Background: an optimization exercise with open tools, aiming at small area. Do not read the settings as production practice. Only simulation tests tie the RTL to the original design; equivalence was not proved. Power is estimated from default activity; no workload was simulated.

==> design.v <==
module sfs (
    input  wire        clk,
    input  wire        rst,
    input  wire        s_valid,
    input  wire        s_err,
    input  wire [7:0]  s_data,
    output wire        s_ready,
    output wire        m_valid,
    input  wire        m_ready,
    output reg  [31:0] m_seconds_index,
    output reg  [63:0] m_energy_count,
    output reg  [63:0] m_power,
    output reg  [63:0] m_power_l1,
    output reg  [63:0] m_power_l2,
    output reg  [63:0] m_power_l3,
    output reg  [15:0] m_voltage_l1,
    output reg  [15:0] m_voltage_l2,
    output reg  [15:0] m_voltage_l3,
    input  wire [63:0] ts_in,
    output reg  [63:0] m_timestamp,
    output wire        io_error,
    output wire        diag_valid,
    output reg  [1:0]  diag_reason
);
    localparam [1:0] ST_HUNT   = 2'd0;
    localparam [1:0] ST_ACC    = 2'd1;
    localparam [1:0] ST_EMIT   = 2'd2;
    localparam [1:0] ST_FAILED = 2'd3;
    reg  [1:0] st;
    reg  [8:0] pos;       
    reg  [2:0] run;       
    reg [15:0] crc;       
    reg [15:0] crc_sv;    
    reg        em_ok;     
    wire hunt = (st == ST_HUNT);
    wire acc  = (st == ST_ACC);
    assign s_ready    = !rst && !st[1];
    assign m_valid    = !rst && (st == ST_EMIT);
    assign io_error   = (st == ST_FAILED);
    assign diag_valid = |diag_reason;
    wire take   = s_valid && s_ready;
    wire take_b = take && !s_err;
    wire take_e = take && s_err;
    wire wr     = take_b && acc;
    function [15:0] crc16_byte;
        input [15:0] c_in;
        input [7:0]  b;
        integer k;
        reg [15:0] c;
        begin
            c = c_in ^ {8'h00, b};
            for (k = 0; k < 8; k = k + 1)
                c = c[0] ? ((c >> 1) ^ 16'h8408) : (c >> 1);
            crc16_byte = c;
        end
    endfunction
    wire        is_esc   = (s_data == 8'h1b);
    wire        is_soh   = (s_data == 8'h01);
    wire        hmatch   = pos[2] ? is_soh : is_esc;
    wire        trl      = (pos >= 9'd396);
    wire        last     = (pos == 9'd403);
    wire        collapse = !trl && is_esc && (run == 3'd7);
    wire        in_crc   = (pos >= 9'd59) && (pos < 9'd368) && (pos != 9'd365);
    wire [15:0] crc_nx   = crc16_byte(crc, s_data);
    wire        frame_ok = em_ok && (crc == 16'hf0b8);
    wire [8:0]  pos_sum  = pos + {{7{collapse && acc}}, 2'b01};
    always @(posedge clk) begin
        if (rst) begin
            pos <= 9'd0;
        end else if (take_b) begin
            if ((hunt && !hmatch) || (acc && last))
                pos <= 9'd0;
            else
                pos <= pos_sum;
        end
    end
    always @(posedge clk) begin
        if (take_b)
            run <= is_esc ? run + 3'd1 : 3'd0;
    end
    always @(posedge clk) begin
        if (rst) begin
            st          <= ST_HUNT;
            diag_reason <= 2'b00;
        end else begin
            diag_reason <= 2'b00;
            if (take_e) begin
                st <= ST_FAILED;
            end else if (take_b && hunt) begin
                if (hmatch && pos[2:0] == 3'd7)
                    st <= ST_ACC;
            end else if (wr && last) begin
                if (frame_ok) begin
                    st <= ST_EMIT;
                end else begin
                    st          <= ST_HUNT;
                    diag_reason <= em_ok ? 2'b10 : 2'b01;
                end
            end else if (st == ST_EMIT && m_ready) begin
                st <= ST_HUNT;
            end
        end
    end
    always @(posedge clk) begin
        if (hunt)
            crc <= 16'hffff;
        else if (wr && (collapse || in_crc))
            crc <= collapse ? crc_sv : crc_nx;
    end
    always @(posedge clk) begin
        if (wr && is_esc && run == 3'd4)
            crc_sv <= crc;
    end
    always @(posedge clk) begin
        if (wr) begin
            if (pos == 9'd396) em_ok <= is_esc;
            if (pos == 9'd397 || pos == 9'd398 || pos == 9'd399)
                em_ok <= em_ok && is_esc;
            if (pos == 9'd400) em_ok <= em_ok && (s_data == 8'h1a);
        end
    end
    wire [7:0] lo = 8'd1 << pos[2:0];
    wire grp_13 = (pos[8:3] == 6'd13);
    wire grp_21 = (pos[8:3] == 6'd21);
    wire grp_24 = (pos[8:3] == 6'd24);
    wire grp_27 = (pos[8:3] == 6'd27);
    wire grp_30 = (pos[8:3] == 6'd30);
    wire grp_33 = (pos[8:3] == 6'd33);
    wire grp_36 = (pos[8:3] == 6'd36);
    wire grp_38 = (pos[8:3] == 6'd38);
    wire grp_40 = (pos[8:3] == 6'd40);
    always @(posedge clk) begin
        if (wr && grp_13 && lo[0]) m_seconds_index[31:24] <= s_data;
        if (wr && grp_13 && lo[1]) m_seconds_index[23:16] <= s_data;
        if (wr && grp_13 && lo[2]) m_seconds_index[15:8] <= s_data;
        if (wr && grp_13 && lo[3]) m_seconds_index[7:0] <= s_data;
        if (wr && grp_21 && lo[0]) m_energy_count[63:56] <= s_data;
        if (wr && grp_21 && lo[1]) m_energy_count[55:48] <= s_data;
        if (wr && grp_21 && lo[2]) m_energy_count[47:40] <= s_data;
        if (wr && grp_21 && lo[3]) m_energy_count[39:32] <= s_data;
        if (wr && grp_21 && lo[4]) m_energy_count[31:24] <= s_data;
        if (wr && grp_21 && lo[5]) m_energy_count[23:16] <= s_data;
        if (wr && grp_21 && lo[6]) m_energy_count[15:8] <= s_data;
        if (wr && grp_21 && lo[7]) m_energy_count[7:0] <= s_data;
        if (wr && grp_24 && lo[0]) m_power[63:56] <= s_data;
        if (wr && grp_24 && lo[1]) m_power[55:48] <= s_data;
        if (wr && grp_24 && lo[2]) m_power[47:40] <= s_data;
        if (wr && grp_24 && lo[3]) m_power[39:32] <= s_data;
        if (wr && grp_24 && lo[4]) m_power[31:24] <= s_data;
        if (wr && grp_24 && lo[5]) m_power[23:16] <= s_data;
        if (wr && grp_24 && lo[6]) m_power[15:8] <= s_data;
        if (wr && grp_24 && lo[7]) m_power[7:0] <= s_data;
        if (wr && grp_27 && lo[0]) m_power_l1[63:56] <= s_data;
        if (wr && grp_27 && lo[1]) m_power_l1[55:48] <= s_data;
        if (wr && grp_27 && lo[2]) m_power_l1[47:40] <= s_data;
        if (wr && grp_27 && lo[3]) m_power_l1[39:32] <= s_data;
        if (wr && grp_27 && lo[4]) m_power_l1[31:24] <= s_data;
        if (wr && grp_27 && lo[5]) m_power_l1[23:16] <= s_data;
        if (wr && grp_27 && lo[6]) m_power_l1[15:8] <= s_data;
        if (wr && grp_27 && lo[7]) m_power_l1[7:0] <= s_data;
        if (wr && grp_30 && lo[0]) m_power_l2[63:56] <= s_data;
        if (wr && grp_30 && lo[1]) m_power_l2[55:48] <= s_data;
        if (wr && grp_30 && lo[2]) m_power_l2[47:40] <= s_data;
        if (wr && grp_30 && lo[3]) m_power_l2[39:32] <= s_data;
        if (wr && grp_30 && lo[4]) m_power_l2[31:24] <= s_data;
        if (wr && grp_30 && lo[5]) m_power_l2[23:16] <= s_data;
        if (wr && grp_30 && lo[6]) m_power_l2[15:8] <= s_data;
        if (wr && grp_30 && lo[7]) m_power_l2[7:0] <= s_data;
        if (wr && grp_33 && lo[0]) m_power_l3[63:56] <= s_data;
        if (wr && grp_33 && lo[1]) m_power_l3[55:48] <= s_data;
        if (wr && grp_33 && lo[2]) m_power_l3[47:40] <= s_data;
        if (wr && grp_33 && lo[3]) m_power_l3[39:32] <= s_data;
        if (wr && grp_33 && lo[4]) m_power_l3[31:24] <= s_data;
        if (wr && grp_33 && lo[5]) m_power_l3[23:16] <= s_data;
        if (wr && grp_33 && lo[6]) m_power_l3[15:8] <= s_data;
        if (wr && grp_33 && lo[7]) m_power_l3[7:0] <= s_data;
        if (wr && grp_36 && lo[0]) m_voltage_l1[15:8] <= s_data;
        if (wr && grp_36 && lo[1]) m_voltage_l1[7:0] <= s_data;
        if (wr && grp_38 && lo[2]) m_voltage_l2[15:8] <= s_data;
        if (wr && grp_38 && lo[3]) m_voltage_l2[7:0] <= s_data;
        if (wr && grp_40 && lo[4]) m_voltage_l3[15:8] <= s_data;
        if (wr && grp_40 && lo[5]) m_voltage_l3[7:0] <= s_data;
    end
    always @(posedge clk) begin
        if (wr && last && frame_ok)
            m_timestamp <= ts_in;
    end
endmodule
==> flow/run.sh <==
#!/bin/bash
# Standard layout, except: the port buffers are the smallest buffer cell
# instead of the one buffer_ports picks by default, and the clock tree is
# built from clkbuf_8 cells with sink clusters of at most 12 flip-flops.
set -euo pipefail
export BUFFER_PORTS_ARGS="-buffer_cell sky130_fd_sc_hd__buf_1"
export CTS_ARGS="-sink_clustering_enable -repair_clock_nets -sink_clustering_size 12 -sink_clustering_max_diameter 50 -buf_list sky130_fd_sc_hd__clkbuf_8"
bash standard.sh > standard.log 2>&1
==> standard.sh <==
#!/bin/bash
# synth_recipe.tcl (not shown) runs the flow's synth.tcl, then flattens the netlist and writes it again
# the make line also repeats each setting of config.mk as NAME=value (left out here)
make -C /OpenROAD-flow-scripts/flow DESIGN_CONFIG=/design/flow/config.mk WORK_HOME=/design/flow/orfs CLKGATE_MAP_FILE= SYNTH_SCRIPT=/design/flow/synth_recipe.tcl "${@:-finish}"
==> config.mk <==
export PLATFORM = sky130hd
export DESIGN_NAME = sfs
export DESIGN_NICKNAME = sfs
export VERILOG_FILES = /design/flow/design.v
export SDC_FILE = /design/flow/constraint.sdc
export NUM_CORES = 4
export LEC_CHECK = 0
export CAP_MARGIN = 20
export CORE_MARGIN = 2
export CORE_UTILIZATION = 40
export SLEW_MARGIN = 20
export SYNTH_MEMORY_MAX_BITS = 8192
==> constraint.sdc <==
create_clock -name core_clock -period 10.0 [get_ports {clk}]
set_input_delay 2.0000 -clock core_clock [delete_from_list [all_inputs] [get_ports {clk}]]
set_output_delay 2.0000 -clock core_clock [all_outputs]
set_load 0.01 [all_outputs]
==> summary.md <==
The clock latency at the later pin of the worst-skew pair is 0.66 ns, and the maximum clock frequency is 208 MHz. The routed layout has 10400 vias. The count of instances resized after the clock tree is built is 0, and the residual DRC count is 0. The tree built by TritonCTS fans out to 513 sinks. The width of the die came out at 211 um. Setup violations remaining at the end of the flow were counted as 0. Including well taps, the total number of placed cells is 1926.

For the buffer depth of the longest clock path, the log shows 3. The effective utilization at floorplan is 0.407, and the via count of the first global-routing pass is 10000. The library cells used most frequently in the layout, excluding fill and tap cells, are sky130_fd_sc_hd__buf_1 (538), sky130_fd_sc_hd__edfxtp_1 (484), sky130_fd_sc_hd__nor2_1 (78).

For this block, the routed nets add up to 51700 um of wire. The sum of overflow across all layers after global routing is 0, and the cell row count is 75. The worst setup path is of the primary input to flop kind.

The tools report the number of violations reported at the end of detailed-routing iteration 0 as 1269. The async set-reset flop share out of synthesis came out at 0. Entering global routing, the biggest net connects 66 pins. The share of layout cells above drive strength 1 was 0.0726; the worst slew margin relative to its limit was 0.372. The tools report the critical path capture point type as a flop. The tools report the yosys synthesis warning count as 1. Counting every net in the synthesized netlist gives 932.

The first global-routing pass estimated 70500 um of wire. Among all flip-flop cells after synthesis, the most frequent one is sky130_fd_sc_hd__edfxtp_1. STA classifies the critical path startpoint as a primary input. In the final design database the tool counted 1527 nets. Measured in cells, the most critical reg-to-reg path has a length of 5. The portion of the post-synthesis area used by sequential elements was 0.879; the register bit count reported by yosys was 513. The floorplan step defined a die boundary enclosing 44700 um^2. The tools report the number of violations of the max-capacitance limit as 0. Leaving out fill and tap cells, the most frequent cell in the layout is sky130_fd_sc_hd__buf_1.

The post-route clock skew was 0.0230 ns; the setup slack after layout was 5.19 ns. The tools report the initial antenna violation count as 2. The pre-antenna-repair detailed-routing pass consisted of 6 iterations.

In the final timing run, aggregate negative setup slack is 0 ns. The via density per instance is 5.19, and the power per cell area is 176 nW/um^2. The worst-margin pin slew came out at 0.939 ns. Post-CTS setup buffer count: 0. Counting every instance in the synthesized netlist gives 847. Input and output buffers added on the ports amount to 546. The tightest min-delay check is of the flop to flop type. The number of cells traversed by the worst hold path was 2.

The placer's final routability congestion estimate was 0.920. In this run the static leakage power is 6.45 nW. The largest vdd supply drop came out at 102 uV.

The worst endpoint required time is 10.28 ns, and the count of nets left with antenna violations after detail routing is 0. TritonCTS built the clock tree. The die is 211 um tall. The mapped netlist covers 17200 um^2. The per-instance average area after synthesis came out at 20.3 um^2.

The highest fanout seen on the critical path was 12. Relative to the synthesized area, the layout overhead comes to 21.1%. The run gives 53 as the clock buffer count from CTS. The worst endpoint data arrival time was 5.09 ns. Setup repair after global routing left no endpoint under its margin.

The HPWL after detailed placement is 34500 um. The run finished with no timing, DRC or antenna violations. Excluding fillers, the count of instances in the completed layout stands at 2000. The clock-pin slew on the worst setup and hold paths is 0.08 ns, and the average wire per standard cell is 25.9 um. The root cell of the clock tree was sky130_fd_sc_hd__clkbuf_8. Fraction of the cycle the final worst path needs: 0.481.

In this run the standard cell core region covers 42200 um^2. The tools report the worst setup slack after placement as 4.51 ns. Pin placement for this block handled 547 I/O pins.

The total global routing track utilization was 0.224. The H-tree level count is 2. After clock tree synthesis, the flow added hold-fix buffers numbering 0. The number of hold violations in the final report is 0, and the number of enable flip-flop cells after synthesis is 484.

For the unique cell type count in the Yosys netlist, the log shows 58. Shortest clock period the worst path allows after layout: 4.81 ns. The number of pins exceeding their max-slew limit in the final report came out at 0.
metrics by stage:
step | util | hold slack [ns] | power, W | instance area [um^2]
global placement | 0.472 | 0.491 | 0.00250 | 19900
CTS | 0.493 | 0.522 | 0.00370 | 20800
floorplan | - | 0.464 | 0.00243 | 17200
global route | 0.493 | 0.539 | 0.00378 | 20800
detailed placement | 0.472 | 0.504 | 0.00250 | 19900
finish | 0.493 | 0.518 | 0.00367 | 20800
cell type report:
type	instances	area, um^2
Multi-Input combinational cell	302	1960
Clock inverter	18	120
Sequential cell	513	15100
Tap cell	539	674
Inverter	15	56.3
Fill cell	3678	21400
Antenna cell	1	2.50
Timing Repair Buffer	557	2140
Clock buffer	55	757
metal layers:
metal / vias up / global-route usage / share of wire
met2: 549 / 0.380 / 0.50
met1: 5248 / 0.279 / 0.38
met4: 0 / 0.0998 / 0.040
li1: 4477 / - / -
met3: 110 / 0.0447 / 0.075
met5: - / 0 / 0
state kept, by name, summed over array words and instances (netlist names), 32 cells and up:
signal           flops
m_energy_count      64
m_power             64
m_power_l1          64
m_power_l2          64
m_power_l3          64
m_seconds_index     32
m_timestamp         64
critical path, stage by stage:
cell and delay [ns]:
sky130_fd_sc_hd__buf_1 0.22, sky130_fd_sc_hd__nor4b_4 0.74, sky130_fd_sc_hd__nand3_1 0.19, sky130_fd_sc_hd__nor2_1 0.26, sky130_fd_sc_hd__nand4_1 0.78, sky130_fd_sc_hd__nor2_1 0.89
report_power, final:
part | total (W) | switching [W] | internal, W
Sequential | 0.00235 | 0.00000524 | 0.00234
Clock | 0.00122 | 0.000713 | 0.000512
Combinational | 0.0000983 | 0.0000740 | 0.0000243
Total | 0.00367 | 0.000792 | 0.00288
worst paths after layout:
| path | from | end | slack [ns] |
|---|---|---|---|
| setup / recovery | rst | m_power_l2[25]$_DFFE_PP_ | 5.19 |
| hold / removal | crc_sv[10]$_DFFE_PP_ | crc[10]$_SDFFE_PN1P_ | 0.52 |
| setup reg to reg | st[1]$_SDFFE_PP0P_ | m_power_l2[25]$_DFFE_PP_ | 6.29 |
| hold reg to reg | crc_sv[10]$_DFFE_PP_ | crc[10]$_SDFFE_PN1P_ | 0.52 |
synthesized netlist by cell type (2+ instances only):
cell type / count / area (um^2)
sky130_fd_sc_hd__buf_6: 3 / 33.8
sky130_fd_sc_hd__nor2_1: 78 / 293
sky130_fd_sc_hd__nand3_1: 25 / 125
sky130_fd_sc_hd__a211o_1: 5 / 43.8
sky130_fd_sc_hd__xnor2_1: 12 / 105
sky130_fd_sc_hd__nor4_1: 3 / 18.8
sky130_fd_sc_hd__o21ai_0: 3 / 15.0
sky130_fd_sc_hd__a21oi_1: 12 / 60.1
sky130_fd_sc_hd__clkbuf_1: 11 / 41.3
sky130_fd_sc_hd__o211ai_1: 2 / 15.0
sky130_fd_sc_hd__mux2i_1: 11 / 110
sky130_fd_sc_hd__and2_1: 4 / 25.0
sky130_fd_sc_hd__edfxtp_1: 484 / 14500
sky130_fd_sc_hd__nand4_1: 10 / 62.6
sky130_fd_sc_hd__ha_1: 8 / 100
sky130_fd_sc_hd__xor2_1: 12 / 105
sky130_fd_sc_hd__a211oi_1: 3 / 22.5
sky130_fd_sc_hd__or2_2: 3 / 18.8
sky130_fd_sc_hd__nand2_1: 21 / 78.8
sky130_fd_sc_hd__nor3b_1: 3 / 22.5
sky130_fd_sc_hd__nor4bb_1: 3 / 30.0
sky130_fd_sc_hd__o311ai_2: 4 / 65.1
sky130_fd_sc_hd__buf_2: 2 / 10.0
sky130_fd_sc_hd__nor4b_1: 2 / 17.5
sky130_fd_sc_hd__inv_1: 15 / 56.3
sky130_fd_sc_hd__nor3_1: 11 / 55.1
sky130_fd_sc_hd__or4_1: 2 / 15.0
sky130_fd_sc_hd__nor2b_1: 4 / 25.0
sky130_fd_sc_hd__a32oi_1: 3 / 26.3
sky130_fd_sc_hd__or3_1: 2 / 12.5
sky130_fd_sc_hd__o211ai_2: 7 / 87.6
sky130_fd_sc_hd__and3_1: 5 / 31.3
sky130_fd_sc_hd__a31oi_1: 11 / 68.8
sky130_fd_sc_hd__o2111ai_1: 2 / 17.5
sky130_fd_sc_hd__dfxtp_1: 29 / 581
sky130_fd_sc_hd__o21ai_1: 10 / 50.1
cell families (layout without fill, tap and decap cells):
group | count (synthesis) | count (layout) | share of synthesized area
other cells | 0 | 1 | 0
fa+ha+maj | 8 | 8 | 0.00582
xor+xnor | 24 | 24 | 0.0122
simple gates | 185 | 185 | 0.0546
buf+inv | 32 | 645 | 0.00866
compound gates | 74 | 74 | 0.0335
flops | 513 | 513 | 0.879
mux | 11 | 11 | 0.00640

## separate check: timing with driven ports
Ports are ideal in the flow. The routed layout listed here was re-timed in OpenROAD. Step 1 (the two cells are an assumption about what drives the block):
set clk [get_ports {clk}]
set_driving_cell -lib_cell sky130_fd_sc_hd__clkbuf_16 $clk
set_driving_cell -lib_cell sky130_fd_sc_hd__buf_2 [delete_from_list [all_inputs] $clk]
Step 2 also shifts input and output timing later by t, the mid clock arrival at the registers, as if the neighbouring blocks saw the same clock. Slacks: no drivers / after step 1 / after step 2; pairs: no drivers / after step 1.
t, ns: 0.700
setup slack, ns: 5.185 / 5.212 / 4.512
cell pins on the clock port's net: 1
After both steps this run still meets setup and hold. The setup slack of this run moves by +0.027 ns with the drivers and by -0.673 ns with both steps.
